Source: an optimization exercise on an open RTL-to-GDS flow (aim: small area). Production flows keep margins and buffers that such runs may drop.
Function was checked by simulation only, so behaviour that the tests miss may differ from the original.
No activity file was given, so power comes from the tool's default toggle rates.

==> flow/design.v (outline; a module is shown in full before it is edited, if it fits) <==
// module morbo_crom: 222 lines
// module morbo_rd: 25 lines
// module morbo_aoi2: 7 lines
// module morbo_aoi3: 7 lines
// module morbo_hold: 9 lines
// module morbo_hold32: 14 lines
// module morbo_crcw: 119 lines
// module morbo_bib: 390 lines
// module morbo_info: 199 lines
// module morbo_xor2: 7 lines
module morbo_crom (
  input             clk,
  input             RST,             
  input      [31:0] CMD,
  input      [31:0] OPERAND,
  output reg [31:0] RESULT,
  input      [11:0] EXT_ADDR,        
  output     [31:0] EXT_DATA,
  output     [31:0] HDR_MIRROR,
  output     [31:0] BUSOPT_MIRROR,
  output            VALID_OUT
);
  // ...
==> flow/flow/run.sh <==
#!/bin/bash
# Layout flow: the standard flow (standard.sh) with two changes:
#  - the ports are buffered with sky130_fd_sc_hd__buf_1 cells;
#  - clock tree synthesis runs without dummy loads, with clkbuf_8 buffers
#    and sink clusters of at most 12 sinks within 50 um.
# The full make/OpenROAD output goes to standard.log; ORFS's per-step logs
# are under orfs/logs.
set -euo pipefail
export BUFFER_PORTS_ARGS="-buffer_cell sky130_fd_sc_hd__buf_1"
export CTS_ARGS="-sink_clustering_enable -repair_clock_nets -dont_use_dummy_load -sink_clustering_size 12 -sink_clustering_max_diameter 50 -buf_list sky130_fd_sc_hd__clkbuf_8"
bash standard.sh > standard.log 2>&1
==> flow/standard.sh <==
#!/bin/bash
# synth_recipe.tcl (not shown) runs the flow's synth.tcl, then flattens the netlist and writes it again
# the make line also repeats each setting of config.mk as NAME=value (left out here)
make -C /OpenROAD-flow-scripts/flow DESIGN_CONFIG=/design/flow/config.mk WORK_HOME=/design/flow/orfs CLKGATE_MAP_FILE= SYNTH_SCRIPT=/design/flow/synth_recipe.tcl "${@:-finish}"
==> flow/config.mk <==
export PLATFORM = sky130hd
export DESIGN_NAME = morbo_crom
export DESIGN_NICKNAME = morbo_crom
export VERILOG_FILES = /design/flow/design.v
export SDC_FILE = /design/flow/constraint.sdc
export NUM_CORES = 8
export LEC_CHECK = 0
export CAP_MARGIN = 30
export CELL_PAD_IN_SITES_DETAIL_PLACEMENT = 1
export CELL_PAD_IN_SITES_GLOBAL_PLACEMENT = 1
export CORE_MARGIN = 2
export CORE_UTILIZATION = 58
export PLACE_DENSITY = 0.8
export SETUP_SLACK_MARGIN = 0.7
export SLEW_MARGIN = 30
export SYNTH_HIERARCHICAL = 1
==> flow/constraint.sdc <==
create_clock -name core_clock -period 10.0 [get_ports {clk}]
set_input_delay 2.0000 -clock core_clock [delete_from_list [all_inputs] [get_ports {clk}]]
set_output_delay 2.0000 -clock core_clock [all_outputs]
set_load 0.01 [all_outputs]
==> flow_summary.json, run 1 <==
{
  "status": "stopped before the end",
  "stop_stage": "global routing (5_1_grt)",
  "firstError": "[ERROR GRT-0232] Routing congestion too high. Check the congestion heatmap in the GUI.",
  "grt_max_degree": 213,
  "synth.avg_cell_area_um2": 11.8,
  "dp_hpwl_mm": 685,
  "grt_use_met2_pct": 95.9,
  "placed_cell_area_mm2": 0.193,
  "cts.path.max_buffers": 4,
  "grt-ovfl-total": 1309,
  "track_usage_pct": 85.2,
  "synthesis.nets": 14900,
  "postSynthCellCount": 14800,
  "yosysWarnings": 9,
  "grt.busiest_layer": "met2",
  "synth_area_mm2": 0.174,
  "met3_usage_pct": 74.7,
  "ios": 207,
  "pre_cts_ws_ns": -4.38,
  "hold_buffers": 0,
  "gp_congestion": 1.10,
  "cts_buffers": 462,
  "h-tree-depth": 5,
  "die_h_um": 552,
  "gr-usage-met1_pct": 85.8,
  "cts.repair.resized": 58,
  "io_buffers": 201,
  "placedCellCount": 19800,
  "die_w_um": 552,
  "rows": 201,
  "initial_utilization_pct": 58.2,
  "post_cts_buffers": 147,
  "cts_root_buf": "clkbuf_8"
}
==> run 2, diff against run 1 <==
--- a/flow/config.mk
+++ b/flow/config.mk
@@ -9,8 +9,8 @@
 export CELL_PAD_IN_SITES_DETAIL_PLACEMENT = 1
 export CELL_PAD_IN_SITES_GLOBAL_PLACEMENT = 1
 export CORE_MARGIN = 2
-export CORE_UTILIZATION = 58
+export CORE_UTILIZATION = 45
 export PLACE_DENSITY = 0.8
-export SETUP_SLACK_MARGIN = 0.7
+export SETUP_SLACK_MARGIN = 1.0
 export SLEW_MARGIN = 30
 export SYNTH_HIERARCHICAL = 1
==> run 2 against run 1 <==
Now fails the layout checks on negative setup slack. Synthesized area unchanged. Synthesized cell count unchanged.
==> flow_summary.json, run 2 <==
{
  "status": "complete, but fails checks",
  "violations": "negative setup slack",
  "syn_to_final_growth_pct": 16.5,
  "critical_path.slowest_cell": "dfxtp_4",
  "finalSetupTns_ns": -78.22,
  "total_leakage_power_uw": 0.0834,
  "slew_viol_final": 0,
  "antenna_found_initial": 87,
  "postSynthCellCount": 14800,
  "largest_register_ffs": 4096,
  "grt_pass1_wl_mm": 1390,
  "critPathLaunchType": "flip-flop",
  "rsz0062_at_grt": "yes",
  "power.density_mw_per_mm2": 170,
  "postLayoutCellArea_mm2": 0.203,
  "max_stage_delay_ns": 0.37,
  "via_count": 188000,
  "drcViolationCount": 0,
  "die_w_um": 626,
  "reg2reg_from": "in0[24]",
  "cts.clk_slew.worst_paths_ns": 0.08,
  "cts_buffers": 461,
  "die_h_um": 626,
  "synth.avg_cell_area_um2": 11.8,
  "min_to": "RESULT[3]",
  "pre_cts_ws_ns": -4.41,
  "initial_utilization_pct": 45.2,
  "critPathCaptureType": "flip-flop",
  "finalClockSkew_ns": 0.159,
  "synth_area_mm2": 0.174,
  "detail-route-antenna-nets": 0,
  "grt-ovfl-total": 0,
  "fin_ws_ns": -5.41,
  "drive_gt1_share_pct": 15.4,
  "final_cell_mix": "4376 x dfxtp_1, 4285 x o22a_1, 2688 x a222oi_1",
  "placed_cell_area_mm2": 0.194,
  "grt_pass1_vias": 175000,
  "hold_class": "flip-flop to flip-flop",
  "cts.path.max_buffers": 4,
  "rr_worst_depth": 64,
  "vias_per_cell": 8.67,
  "postLayoutCoreUtil_pct": 52.7,
  "hold_viol_final": 0,
  "io_buffers": 201,
  "dp_hpwl_mm": 630,
  "die_area_mm2": 0.392,
  "fin_crit_ns": 15.41,
  "cts_tree": "built",
  "path_delay_family": "XOR/XNOR gates",
  "gp_congestion": 1.12,
  "cts_root_buf": "clkbuf_8",
  "core_area_mm2": 0.385,
  "path_depth": 64,
  "min_path_cells": 2,
  "clk_latency_ns": 1.34,
  "yosysWarnings": 9,
  "crit_fanout": 2,
  "worst_slew_pin_slew_ns": 1.26,
  "nNetsFinal": 16600,
  "max_cap_violations": 0,
  "rows": 228,
  "r2r-end": "rom[0][12]",
  "max_clock_freq_mhz": 64.9,
  "drt-total-wl_mm": 1020,
  "slew_headroom_pct": 15.3,
  "irDropWorstVdd_uv": 144,
  "worstSetupPathType": "flip-flop to flip-flop",
  "clock_sinks": 4380,
  "path_common_cell": "xor2_1",
  "critPathRequiredTime_ns": 11.18,
  "synthesis.nets": 14900,
  "track_usage_pct": 49.1,
  "cp.arrival_ns": 16.58,
  "first_iter_violations": 45300,
  "grt_max_degree": 159,
  "h-tree-depth": 5,
  "finalCritPeriodShare_pct": 154,
  "dr.pass1.iters": 15,
  "worst-path-buf-inv": 1,
  "setup_violations": 16,
  "reg2reg_slack_ns": -5.41,
  "wire_per_inst_um": 46.9,
  "final_common_cell": "dfxtp_1",
  "regMostFlops": "rom",
  "ios": 207,
  "worstHoldStart": "acc[3]"
}
==> run 2: stage by stage <==
step	instances	total power, uW	hold WS, ns
finish	21700	34500	0.480
global route	21700	35100	0.497
CTS	21600	33900	0.483
detailed placement	21000	23900	0.472
global placement	21000	23700	0.472
floorplan	14800	22200	0.436
==> run 2: worst max path at each step <==
stage,from,end
2_1_floorplan,in0[28],rom[0][12]
3_3_place_gp,in0[24],rom[0][12]
3_5_place_dp,in0[24],rom[0][12]
4_1_cts,in0[28],rom[0][12]
5_1_grt,in0[28],rom[0][12]
6_report,in0[24],rom[0][12]
==> run 2: timing repair <==
| item | 4_1_cts | 5_1_grt |
|---|---|---|
| setup buffers | 137 | 34 |
| gates resized for setup | 62 | 54 |
| pin swaps | 84 | 81 |
| cloned | 0 | 0 |
| setup endpoints to repair | 24 | 40 |
| hold buffers | 0 | 0 |
==> run 2: power breakdown <==
part	total, uW	switching, uW	leakage [uW]	internal (uW)
registers	19700	1030	0.0367	18600
logic	4400	2830	0.0434	1570
clock network	10400	6360	0.00331	4060
==> run 2: area by class of cell <==
type	instances	area, um^2
fillers	40000	182000
multi-input cells	10200	91300
flip-flops and latches	4380	87700
repair buffers	1438	10900
well taps	5175	6470
clock buffers	461	6340
diodes	58	145
inverters	16	60.1
==> run 2: routing by layer <==
layer  wire length [um]  global-route usage (%)  up-vias
met5               1560                    1.88        -
met4             118000                    43.6       93
met3             180000                    24.6     5741
met2             387000                    66.6    18900
met1             331000                    56.1    93000
li1                   -                       -    70400
==> run 2: worst reg2reg max path, delay by kind of cell (launching register included) <==
family          cells  cell delay (ns)
compound gates      2             0.31
flops               1             0.37
xor+xnor           61            14.52
buf+inv             1             0.18

re-timing with driven ports:
The flow's constraints put no driver on any port. The routed layout listed below was extracted and timed again, unchanged, in two steps. Step 1 sets driving cells, clkbuf_16 on the clock port and buf_2 on the other inputs (assumed; they add their load-dependent delay and slew). Step 2 also shifts input and output timing later by t, the mid clock arrival at the registers, as if the neighbouring blocks saw the same clock. Slacks: ideal / step 1 / step 2; pairs: ideal / step 1.
run: run 2
t (ns): 1.386
setup WS [ns]: -5.406 / -5.406 / -5.406
worst setup path at the end: register to register
For run 2, drivers alone change the setup slack by 0.000 ns; drivers and shift together by 0.000 ns.
